Source: an optimization exercise on an open RTL-to-GDS flow (aim: small area, a short achievable clock period and few clock cycles). Production flows keep margins and buffers that such runs may drop. RTL that was checked went through simulation tests only; none was proved equivalent to the original.

## bq_encoder
module bq_encoder (
    input  wire        clk,
    input  wire        rst,           
    input  wire        start,
    output wire        start_ready,
    input  wire [3:0]  cfg_w,         
    input  wire [3:0]  cfg_h,         
    input  wire [3:0]  cfg_d,         
    input  wire [3:0]  cfg_c,         
    input  wire        pix_valid,
    output wire        pix_ready,
    input  wire [23:0] pix_data,
    output reg         res_valid,
    output reg  [7:0]  res_data,
    output reg         done,
    output reg  [7:0]  base_y,
    output reg  [7:0]  max_delta,
    output reg  [3:0]  rbn,
    output reg  [2:0]  shift,
    output reg  [7:0]  avg_cr,
    output reg  [7:0]  avg_cb,
    output reg  [6:0]  csize
);
    localparam Q = 3;           
    reg        rs;
    reg        in_active;       
    reg        start_ready_r, pix_ready_r;
    reg  [2:0] wm1, hm1;        
    reg  [2:0] col, row;        
    reg  [3:0] d_in, c_in;      
    reg  [3:0] d_blk, c_blk;    
    assign start_ready = start_ready_r;
    assign pix_ready   = pix_ready_r;
    wire st_acc   = start & start_ready_r;
    wire px_acc   = pix_valid & pix_ready_r;
    wire is_first = (col == 3'd0) & (row == 3'd0);
    wire is_last  = (col == wm1) & (row == hm1);
    reg [23:0] p0;  reg v0, f0, l0;
    reg [7:0]  y1;  reg [8:0] tr1, tb1;  reg v1, f1, l1;
    reg        cons;            
    reg  [6:0]  cnt;
    reg  [7:0]  min_y, max_y;
    reg  [13:0] sum_cr, sum_cb;
    reg  [7:0]  ybuf [0:63];
    reg  [5:0]  wptr, rptr;
    reg  [6:0]  occ;            
    reg  [6:0]  rdy;            
    reg  [16:0] dq [0:Q-1];
    reg  [1:0]  dq_wp, dq_rp;
    reg  [2:0]  dq_n;
    reg  [6:0]  div_n;
    reg  [3:0]  div_cnt;
    reg  [5:0]  rem_cr, rem_cb;
    wire rd_en = (rdy != 7'd0);
    wire [2:0] col_inc = (col == wm1) ? 3'd0 : col + 3'd1;
    wire [2:0] row_inc = (col == wm1) ? row + 3'd1 : row;
    wire       last_after_acc = (col_inc == wm1) & (row_inc == hm1);
    wire       last_after_st  = (cfg_w == 4'd1) & (cfg_h == 4'd1);
    wire [6:0] rdy_n   = rdy - {6'd0, rd_en} + (cons ? cnt : 7'd0);
    wire [6:0] occ_n0  = occ - {6'd0, rd_en};
    wire [6:0] occ_n1  = occ_n0 + 7'd1;
    wire       cons_n  = v1 & l1;
    wire       s1l_n   = v0 & l0;
  ...
clock: 33.0 ns
lec_check: 0
cap_margin: 20
core_margin: 2
core_utilization: 40
cts_cluster_diameter: 80
cts_cluster_size: 25
slew_margin: 20
standard.sh (not shown) runs the stock make flow with config.mk's settings and CLKGATE_MAP_FILE= SYNTH_SCRIPT=/design/flow/synth_recipe.tcl, a recipe that flattens the netlist after the stock synthesis.
==> flow/flow/run.sh <==
#!/bin/bash
# The standard layout, with stronger port buffers than buffer_ports picks by
# default (it picks a slow delay cell when timing has slack to spare).
set -euo pipefail
export BUFFER_PORTS_ARGS="-buffer_cell sky130_fd_sc_hd__buf_4"
bash standard.sh > standard.log 2>&1
Testbench counts at the start, summed over its fixed seeds: cycles 10,665.
Change:
--- a/flow/design.v
+++ b/flow/design.v
@@ -76,23 +76,23 @@
     wire pr_no = in_active & occ_ok0 & (~is_last | last_ok);
     always @(posedge clk) begin
         rs            <= rst;
         start_ready_r <= ~rst & (rs | (st_acc ? 1'b0 : (px_acc & is_last) ? 1'b1 : start_ready_r));
         pix_ready_r   <= ~rst & ~rs & (st_acc ? pr_st : px_acc ? pr_px : pr_no);
         if (rs)
             in_active <= 1'b0;
         else if (st_acc)
             in_active <= 1'b1;
         else if (px_acc & is_last)
             in_active <= 1'b0;
-        if (~in_active) begin
+        if (start_ready_r) begin
             wm1  <= cfg_w[2:0] - 3'd1;
             hm1  <= cfg_h[2:0] - 3'd1;
             col  <= 3'd0;
             row  <= 3'd0;
             d_in <= cfg_d;
             c_in <= cfg_c;
         end else if (px_acc) begin
             col <= col_inc;
             row <= row_inc;
         end
         if (pix_ready_r & is_last) begin
@@ -126,25 +126,25 @@
     end
     wire [21:0] TR = {13'd0, tr1}, TB = {13'd0, tb1};
     wire [21:0] cr_num = (TR<<12)+(TR<<10)+(TR<<9)+(TR<<7)+(TR<<6)+(TR<<4)+TR + 22'd3747584;
     wire [21:0] cb_num = (TB<<12)+(TB<<9)+(TB<<3)+(TB<<2)+TB + 22'd4059904;
     wire [7:0]  cr = cr_num[20:13];
     wire [7:0]  cb = cb_num[20:13];
     always @(posedge clk) begin
         if (v1) begin
             ybuf[wptr] <= y1;
             if (f1 | (y1 < min_y)) min_y <= y1;
             if (f1 | (y1 > max_y)) max_y <= y1;
-        end
-        sum_cr <= ((v1 & f1) ? 14'd0 : sum_cr) + {6'd0, cr & {8{v1}}};
-        sum_cb <= ((v1 & f1) ? 14'd0 : sum_cb) + {6'd0, cb & {8{v1}}};
+            sum_cr <= (f1 ? 14'd0 : sum_cr) + {6'd0, cr};
+            sum_cb <= (f1 ? 14'd0 : sum_cb) + {6'd0, cb};
+        end
         if (rs | cons)
             cnt <= 7'd0;
         else if (v1)
             cnt <= cnt + 7'd1;
     end
     wire [7:0] delta = max_y - min_y;
     reg  [3:0] rbn_c;
     integer k;
     always @(*) begin
         rbn_c = 4'd0;
         for (k = 0; k < 8; k = k + 1)
@@ -180,29 +180,23 @@
             avg_cb <= {avg_cb[6:0], ge_cb};
         end
         done <= ~rst & ~rs & (div_cnt == 4'd1);
         if (rs)
             div_cnt <= 4'd0;
         else if (cons)
             div_cnt <= c_blk;
         else if (div_cnt != 4'd0)
             div_cnt <= div_cnt - 4'd1;
     end
     wire [16:0] head     = dq[dq_rp];
-    reg  [7:0]  rd_y;
-    integer ri;
-    always @(*) begin
-        rd_y = 8'd0;
-        for (ri = 0; ri < 64; ri = ri + 1)
-            rd_y = rd_y | (ybuf[ri] & {8{rptr == ri[5:0]}});
-    end
+    wire [7:0]  rd_y     = ybuf[rptr];
     wire [7:0]  rd_d     = rd_y - head[16:9];
     wire        blk_end  = (rptr == head[5:0]);
     wire        dq_pop   = rd_en & blk_end;
     always @(posedge clk) begin
         res_data  <= rd_d >> head[8:6];
         res_valid <= ~rst & ~rs & rd_en;
         if (cons)
             dq[dq_wp] <= {min_y, shift_c[2:0], wptr - 6'd1};
         if (rs) begin
             wptr  <= 6'd0;
             rptr  <= 6'd0;
Effect:
- die area grows by a few percent
- clock skew went down by 0.019 ns
- fmax shrinks by a few percent
- design area came out higher slightly
- clock-buffer cell count is higher by 1
- core utilization decreases by 0.42 points
- wire length came out lower by a quarter to a third
- worst setup slack loses 0.59 ns
Only the layout flow was run in the second run of this note; the RTL was not checked for function there.

## what the ideal ports hide
The results above use ideal ports. As a check the final layouts listed here were re-extracted and re-timed, cells and wires unchanged. Step 1 assumes that a clkbuf_16 drives the clock port and a buf_2 every other input. Step 2, shift: input delay + t, output delay - t, t = (earliest + latest rising clock arrival at the registers) / 2. This alone moves slack from input paths to output paths. Slacks: ideal ports / drivers / drivers and shift; pairs: ideal ports / drivers.
run | t (ns) | slack for setup (ns) | worst register clock-pin slew, ns | worst data-port slew with drivers (ns) | pins driven straight from the clock port
the first run | 0.723 | 25.143 / 25.078 / 25.132 | 0.11 / 0.11 | 0.13 | 1
the second run | 0.710 | 24.554 / 24.485 / 25.195 | 0.10 / 0.10 | 0.05 | 1
After both steps every run listed still meets setup and hold. For the first run, which loses most, drivers alone change the setup slack by -0.065 ns; drivers and shift together by -0.011 ns.
